Context: an optimization exercise on an open-source flow, tuned for small area. The choices shown serve that exercise and are no tape-out recipe. Only simulation tests tie the RTL to the original design; equivalence was not proved. The flow treats the clock pin as an ideal source, which a real chip does not have. No activity file was given, so power comes from the tool's default toggle rates.

## psk_mod
module psk_mod (
    input  wire        clk,
    input  wire        rst,
    input  wire        tok_valid,
    output wire        tok_ready,
    input  wire [2:0]  tok_tag,
    input  wire [15:0] tok_data,
    input  wire        cancel,
    input  wire        smp_valid,
    output wire        smp_ready,
    input  wire [63:0] smp_t,
    output wire        res_valid,
    output wire [7:0]  res_amp,
    output wire        res_phase,
    output wire [31:0] res_freq,
    output wire        res_ack,
    output wire [7:0]  res_handle,
    output wire [1:0]  fault
);
    assign res_freq = 32'd1000;
    wire        cancelled;
    wire        q_vis;
    wire [2:0]  h_tag;
    wire [7:0]  h_d;
    wire        pop;
    wire [4:0]  lc;
    wire        mul;
    wire [6:0]  rem;
    wire        diff;
    psk_packer u_packer (
        .clk       (clk),
        .rst       (rst),
        .tok_valid (tok_valid),
        .tok_ready (tok_ready),
        .tok_tag   (tok_tag),
        .tok_data  (tok_data),
        .hold      (cancelled || (fault != 2'd0) || mul),
        .lc        (lc),
        .pop       (pop),
        .q_vis     (q_vis),
        .h_tag     (h_tag),
        .h_d       (h_d)
    );
    psk_pq u_div (
        .clk      (clk),
        .rst      (rst),
        .start_ok (smp_valid && (fault == 2'd0)),
        .accepted (smp_valid && smp_ready),
        .t        (smp_t[63:7]),
        .lc_q     (lc),
        .mul_q    (mul),
        .rem_q    (rem),
        .diff_q   (diff)
    );
    psk_sampler u_sampler (
        .clk        (clk),
        .rst        (rst),
        .smp_valid  (smp_valid),
        .smp_ready  (smp_ready),
        .t_lo       (smp_t[6:0]),
        .cancel     (cancel),
        .lc_q       (lc),
        .mul_q      (mul),
        .rem_q      (rem),
        .diff_q     (diff),
        .q_vis      (q_vis),
        .h_tag      (h_tag),
        .h_d        (h_d),
        .pop        (pop),
        .cancel_q   (cancelled),
        .fault_q    (fault),
        .res_valid  (res_valid),
        .res_amp    (res_amp),
  ...
Size in the first run: roughly 770 cells after synthesis, about 130 flip-flops, roughly 6700 sq um of cells after synthesis.
export LEC_CHECK = 0
export ABC_AREA = 1
export CAP_MARGIN = 20
export CORE_MARGIN = 2
export CORE_UTILIZATION = 40
export GPL_TIMING_DRIVEN = 0
export SLEW_MARGIN = 20
create_clock -name core_clock -period 100.0 [get_ports {clk}]
standard.sh (not shown) runs the stock make flow with config.mk's settings and CLKGATE_MAP_FILE= SYNTH_SCRIPT=/design/flow/synth_recipe.tcl, a recipe that flattens the netlist after the stock synthesis.
==> flow/flow/run.sh <==
#!/bin/bash
# The standard layout (standard.sh: ORFS synthesis, floorplan, place,
# CTS, route, finish), with these changes made through the environment that
# ORFS reads:
#  - synthesis maps the logic with the ABC script flow/abc_area.script (a
#    stronger area-oriented mapping; ABC only sees the combinational logic,
#    so the registers are those of the standard synthesis), and leaves the
#    adders to ABC instead of mapping them to fixed full/half adder cells;
#  - the input and output port buffers use the smallest buffer cell;
#  - clock tree synthesis inserts no dummy loads and uses clkbuf_8 buffers.
# The full make output goes to standard.log; ORFS's own per-step logs are
# under orfs/logs/.
set -o pipefail
rm -rf scripts_abc
cp -r "$FLOW_HOME/scripts" scripts_abc
cp flow/abc_area.script scripts_abc/abc_area.script
export SCRIPTS_DIR="$PWD/scripts_abc"
export ABC_AREA=1
export ADDER_MAP_FILE=
export REMOVE_ABC_BUFFERS=1
export SKIP_REPAIR_TIE_FANOUT=1
export BUFFER_PORTS_ARGS="-buffer_cell sky130_fd_sc_hd__buf_1"
export CTS_ARGS="-sink_clustering_enable -repair_clock_nets -dont_use_dummy_load -buf_list sky130_fd_sc_hd__clkbuf_8"
bash standard.sh > standard.log 2>&1
==> flow/flow/abc_area.script <==
strash
&get -n
&fraig -x
&st
&dc2
&syn2
&dch -f
&nf -R 1000
&st
&dc2
&syn2
&dch -f
&nf -R 1000
&st
&dc2
&syn2
&dch -f
&nf -R 1000
&put
The baseline passed the timing, design-rule and antenna checks.
Change:
--- a/flow/flow/run.sh
+++ b/flow/flow/run.sh
@@ -10 +10,3 @@
-#  - clock tree synthesis inserts no dummy loads and uses clkbuf_8 buffers.
+#  - clock tree synthesis inserts no dummy loads and uses clkbuf_8 buffers;
+#    after it, flow/cts_size.tcl sizes each leaf clock buffer down to the
+#    smallest clkbuf that keeps the register clock-pin slew at 0.115 ns or less.
@@ -22,0 +25 @@
+export POST_CTS_TCL="$PWD/flow/cts_size.tcl"
==> flow/flow/abc_area.script (replaced) <==
strash
&get -n
&fraig -x
&st
&deepsyn -T 60
&dch -f
&nf -R 1000
&put
==> flow/flow/cts_size.tcl (new file) <==
proc cts_leaf_max_slew { inst } {
  set mx 0
  foreach t [$inst getITerms] {
    if {![$t isOutputSignal]} { continue }
    foreach s [[$t getNet] getITerms] {
      if {![$s isInputSignal]} { continue }
      set pin [get_pins [[$s getInst] getName]/[[$s getMTerm] getName]]
      foreach prop {slew_max_rise slew_max_fall} {
        set v [get_property $pin $prop]
        if {$v > $mx} { set mx $v }
      }
    }
  }
  return $mx
}
proc cts_leaf_is_leaf { inst } {
  foreach t [$inst getITerms] {
    if {![$t isOutputSignal]} { continue }
    foreach s [[$t getNet] getITerms] {
      if {[$s isInputSignal] && [[$s getMTerm] getName] ne "CLK"} { return 0 }
    }
  }
  return 1
}
estimate_parasitics -placement
set cts_sized 0
foreach inst [[ord::get_db_block] getInsts] {
  if {![string match "clkbuf_*" [$inst getName]]} { continue }
  set master [[$inst getMaster] getName]
  if {![string match "sky130_fd_sc_hd__clkbuf_*" $master]} { continue }
  if {![cts_leaf_is_leaf $inst]} { continue }
  foreach c {sky130_fd_sc_hd__clkbuf_2 sky130_fd_sc_hd__clkbuf_4 sky130_fd_sc_hd__clkbuf_8} {
    replace_cell [get_cells [$inst getName]] $c
    estimate_parasitics -placement
    if {[cts_leaf_max_slew $inst] <= 0.115 || $c eq $master} { break }
  }
  if {$c ne $master} { incr cts_sized }
  puts "cts_size: [$inst getName] $master -> $c, slew [cts_leaf_max_slew $inst]"
}
puts "cts_size: resized $cts_sized leaf clock buffers"
- CORE_UTILIZATION: 40 -> 60
Outcome: Routed wire length is lower by roughly a tenth. Synthesized cell count came out lower by roughly a tenth. Flip-flop and latch count stays the same. Clock-buffer cell count stays the same. Sequential power hardly moves. Cell count fell by about a fifth. Non-clock buffer count grows by 2.
Change:
--- a/flow/flow/run.sh
+++ b/flow/flow/run.sh
@@ -12 +12 @@
-#    smallest clkbuf that keeps the register clock-pin slew at 0.115 ns or less.
+#    smallest clkbuf that keeps the register clock-pin slew at 0.10 ns or less.
--- a/flow/flow/cts_size.tcl
+++ b/flow/flow/cts_size.tcl
@@ -35 +35 @@
-    if {[cts_leaf_max_slew $inst] <= 0.115 || $c eq $master} { break }
+    if {[cts_leaf_max_slew $inst] <= 0.10 || $c eq $master} { break }
- CORE_UTILIZATION: 60 -> 40
After rerunning: Setup slack is better by 0.31 ns; total power increases slightly; die area came out higher by well over a third; final area increases slightly; area after synthesis stays the same.
Change:
--- a/flow/flow/run.sh
+++ b/flow/flow/run.sh
@@ -10,3 +10 @@
-#  - clock tree synthesis inserts no dummy loads and uses clkbuf_8 buffers;
-#    after it, flow/cts_size.tcl sizes each leaf clock buffer down to the
-#    smallest clkbuf that keeps the register clock-pin slew at 0.10 ns or less.
+#  - clock tree synthesis inserts no dummy loads and uses clkbuf_8 buffers.
@@ -23 +20,0 @@
-export SKIP_REPAIR_TIE_FANOUT=1
@@ -25 +21,0 @@
-export POST_CTS_TCL="$PWD/flow/cts_size.tcl"
==> flow/flow/abc_area.script (replaced) <==
strash
&get -n
&fraig -x
&st
&syn2
&dch -f
&nf -R 1000
&st
&syn2
&dch -f
&nf -R 1000
&put
removed: flow/flow/cts_size.tcl
After rerunning:
- The new run completed without violations
- first-iteration DRC count fell by 27%
- via count grows by 9.8%
- area after synthesis goes up by about 9%
- total power climbs by 9.9%

[what the ideal ports hide]
Ports are ideal in the flow. The routed layouts listed here were re-timed in OpenROAD. Step 1, drivers: a clkbuf_16 drives clk and a buf_2 each remaining input, both assumed. Step 2 times the ports against the registers' clock, not the clock port: input delays grow and output delays shrink by t, the midpoint of the rising clock arrivals with the driver on. Slacks: ideal ports / drivers / drivers and shift; pairs: ideal ports / drivers.
| run | shift t [ns] | slack for setup (ns) | worst hold slack (ns) | worst register clock-pin slew, ns |
|---|---|---|---|---|
| the first run | 0.453 | 58.273 / 58.254 / 58.254 | 0.307 / 0.307 / 0.307 | 0.08 / 0.08 |
| the second run | 0.413 | 58.354 / 58.334 / 58.334 | 0.312 / 0.312 / 0.312 | 0.12 / 0.12 |
| the third run | 0.430 | 58.662 / 58.639 / 58.639 | 0.312 / 0.312 / 0.312 | 0.10 / 0.10 |
| the fourth run | 0.448 | 58.611 / 58.592 / 58.592 | 0.296 / 0.296 / 0.296 | 0.08 / 0.08 |
After both steps setup and hold are still met in every run listed. The setup slack of the third run, which loses most, moves by -0.023 ns with the drivers and by -0.023 ns with both steps.
